This is an optimization exercise on Yosys and OpenROAD, whose aim is small area, not a production implementation. Function was checked by simulation only, so behaviour that the tests miss may differ from the original. Power and IR drop assume default switching activity.

## before
// mapic_acq
module mapic_acq (
    input  wire        clk,
    input  wire        rst,
    input  wire        us_tick,
    input  wire        cin_valid,
    input  wire [7:0]  cin_data,
    input  wire        cin_last,
    output wire        cin_ready,
    output wire        cout_valid,
    output wire [7:0]  cout_data,
    output wire        cout_last,
    input  wire        cout_ready,
    output wire        sout_valid,
    output wire [7:0]  sout_data,
    output wire        sout_last,
    input  wire [11:0] adc_data,
    input  wire        trig_in,
    input  wire        rate_in,
    output wire        bus_req,
    output wire [1:0]  bus_op,
    output wire [6:0]  bus_addr,
    output wire [7:0]  bus_wdata,
    input  wire        bus_ack,
    input  wire        bus_present,
    input  wire [7:0]  bus_rdata,
    output wire        pol_out,
    output wire        tp_out,
    output wire        clr_out,
    output wire        idle,
    output wire [2:0]  fault_code,
    output wire [7:0]  bus_err_cnt
);
Size: ~1600 cells after synthesis, roughly 92 I/O pins, roughly 18000 um^2 of cells after synthesis.
clock: 18.0 ns
lec_check: 0
cap_margin: 0
core_margin: 2
core_utilization: 40
slew_margin: 0
standard.sh (not shown) runs the stock make flow with config.mk's settings and CLKGATE_MAP_FILE= SYNTH_SCRIPT=/design/flow/synth_recipe.tcl, a recipe that flattens the netlist after the stock synthesis.
==> flow/flow/run.sh <==
#!/bin/bash
# Standard ORFS layout, except:
#  - the combinational logic of the standard synthesis is re-mapped by ABC for area
#    before floorplanning (registers: names, count and cell types untouched);
#  - port buffers use the smallest buffer cell;
#  - the clock tree uses small clock buffers in small clusters and no dummy loads.
set -euo pipefail
WORK=$(pwd)
RES=$WORK/orfs/results/$FLOW_PLATFORM/mapic_acq/base
YOSYS=${YOSYS_EXE:-$FLOW_HOME/../tools/install/yosys/bin/yosys}
LIB=$FLOW_HOME/platforms/$FLOW_PLATFORM/lib/sky130_fd_sc_hd__tt_025C_1v80.lib

bash standard.sh synth > $WORK/synth_std.log 2>&1
cp $RES/1_2_yosys.v $WORK/1_2_yosys_std.v
LIB=$LIB IN=$WORK/1_2_yosys_std.v OUT=$WORK/1_2_yosys_reabc.v SCRIPT=$WORK/flow/area.abc \
  $YOSYS -c $WORK/flow/reabc.tcl > $WORK/reabc.log 2>&1
cp $WORK/1_2_yosys_reabc.v $RES/1_2_yosys.v
rm -f $RES/1_synth.odb $RES/1_synth.sdc

export BUFFER_PORTS_ARGS="-buffer_cell sky130_fd_sc_hd__buf_1"
export CTS_ARGS="-sink_clustering_enable -repair_clock_nets -dont_use_dummy_load -buf_list sky130_fd_sc_hd__clkbuf_4 -sink_clustering_size 8 -sink_clustering_max_diameter 50"
bash standard.sh > $WORK/layout.log 2>&1
==> flow/flow/area.abc <==
&get -n
&st
&deepsyn -T 600
&dch -f
&nf -a -R 1000
&put
==> flow/flow/reabc.tcl <==
# Re-map the combinational cells of the standard synthesis netlist; keep every register cell.
yosys read_liberty -ignore_miss_func $::env(LIB)
yosys blackbox sky130_fd_sc_hd__dfxtp_1 sky130_fd_sc_hd__edfxtp_1 sky130_fd_sc_hd__conb_1
yosys read_verilog $::env(IN)
yosys hierarchy -top mapic_acq
yosys flatten
yosys opt_clean
set dont {}
foreach c {probe_p_8 probec_p_8 lpflow_*} { lappend dont -dont_use sky130_fd_sc_hd__$c }
yosys abc -liberty $::env(LIB) {*}$dont -script $::env(SCRIPT)
yosys opt_clean -purge
yosys setundef -zero
yosys hilomap -singleton -hicell sky130_fd_sc_hd__conb_1 HI -locell sky130_fd_sc_hd__conb_1 LO
yosys insbuf -buf sky130_fd_sc_hd__buf_4 A X
yosys splitnets
yosys opt_clean -purge
yosys write_verilog -noattr -nohex -nodec $::env(OUT)
# check the written netlist on its own, with the library's cells as black boxes
yosys design -reset
yosys read_liberty -lib -ignore_miss_func $::env(LIB)
yosys read_verilog $::env(OUT)
yosys hierarchy -top mapic_acq
yosys stat -liberty $::env(LIB)
yosys check -assert -mapped
before went all the way through the flow, and no timing, DRC or antenna check failed.
Edits applied to the flow inputs when going from before to after:
--- a/flow/design.v
+++ b/flow/design.v
@@ -87,26 +87,19 @@
     wire        str_send = (state == S_STR_SEND);
     wire [31:0] s_left   = a[31:0];
     wire        sl_hi0   = (s_left[31:1] == 31'd0);
     wire        s_none   = sl_hi0 && !s_left[0];
     wire        s_pair   = !(sl_hi0 && s_left[0]);
     wire [19:0] t_us     = a[51:32];
     wire [15:0] t_sec    = b[39:24];
     wire [4:0]  t_p      = b[44:40];
     wire        dec2     = str_send && s_pair;
-    wire [64:0] a_brw;
-    assign a_brw[0] = !dec2;
-    assign a_brw[1] = dec2 | (a_brw[0] & !a[0]);
-    genvar gi;
-    generate for (gi = 1; gi < 64; gi = gi + 1) begin : g_brw
-        assign a_brw[gi + 1] = a_brw[gi] & !a[gi];
-    end endgenerate
-    wire [63:0] a_dec    = a ^ a_brw[63:0];
+    wire [63:0] a_dec    = a - {62'd0, dec2, !dec2};
     wire [11:0] w_cnt    = a[63:52];
     wire [11:0] w_dec    = w_cnt - 12'd1;
     wire [4:0]  t_k      = str_send ? {3'd0, tx_idx[3], tx_idx[3]} : (t_p + {4'd0, us_tick});
     wire [19:0] us_sum   = t_us + {15'd0, t_k};
     wire        us_wrap  = (us_sum[19:6] == 14'h3D09);
     wire [19:0] tk_us    = us_wrap ? {14'd0, us_sum[5:0]} : us_sum;
     wire [15:0] tk_sec   = t_sec + {15'd0, us_wrap};
     wire t_insvc  = (svc != 2'd0);
     wire t_edge   = trig_in && !trig_q;
==> summary.txt <==
Met1 demand-to-capacity share in global routing (after over before): increase, 2.1 points. before has a lower global-route usage than after. When after is set beside before, its number of signal-net inverters in the final layout turns out to be 40% larger. after — global-route wire length before repair 7.1% higher, before as reference. before → after: post-route worst setup slack has decreased; sequential share of cell area decreased 0.68 points. Min sequential power across before and after: before. Per the comparison of after with before, hold slack lost 0.0037 ns; core utilization shrank by 0.32 points; shortest clock period the worst path allows after layout went up. Relative to before, post-route total power has increased by 4.7% in after. after finished every stage and its layout cleared the timing, DRC and antenna checks. On relative area change from synthesis to final layout, the higher figure sits with after, not before.

[what the ideal ports hide]
In the flow no input, the clock included, has a driving cell. The finished layouts below were timed again as built, in two steps.
Step 1 (the two cells are an assumption about what drives the block):
set clk [get_ports {clk}]
set_driving_cell -lib_cell sky130_fd_sc_hd__clkbuf_16 $clk
set_driving_cell -lib_cell sky130_fd_sc_hd__buf_2 [delete_from_list [all_inputs] $clk]
Step 2 times the ports against the registers' clock, not the clock port: input delays grow and output delays shrink by t, the midpoint of the rising clock arrivals with the driver on.
Slacks: ideal ports / drivers / drivers and shift; pairs: ideal ports / drivers.
run	t (ns)	slack for setup (ns)	hold WS [ns]	worst slew at a driven data input, ns	cell pins on the clock port's net
before	0.849	5.079 / 5.034 / 5.034	0.485 / 0.485 / 0.485	0.06	1
after	0.865	4.667 / 4.618 / 4.618	0.482 / 0.482 / 0.482	0.06	1
After both steps every run listed still meets setup and hold. The setup slack of after, which loses most, moves by -0.049 ns with the drivers and by -0.049 ns with both steps.
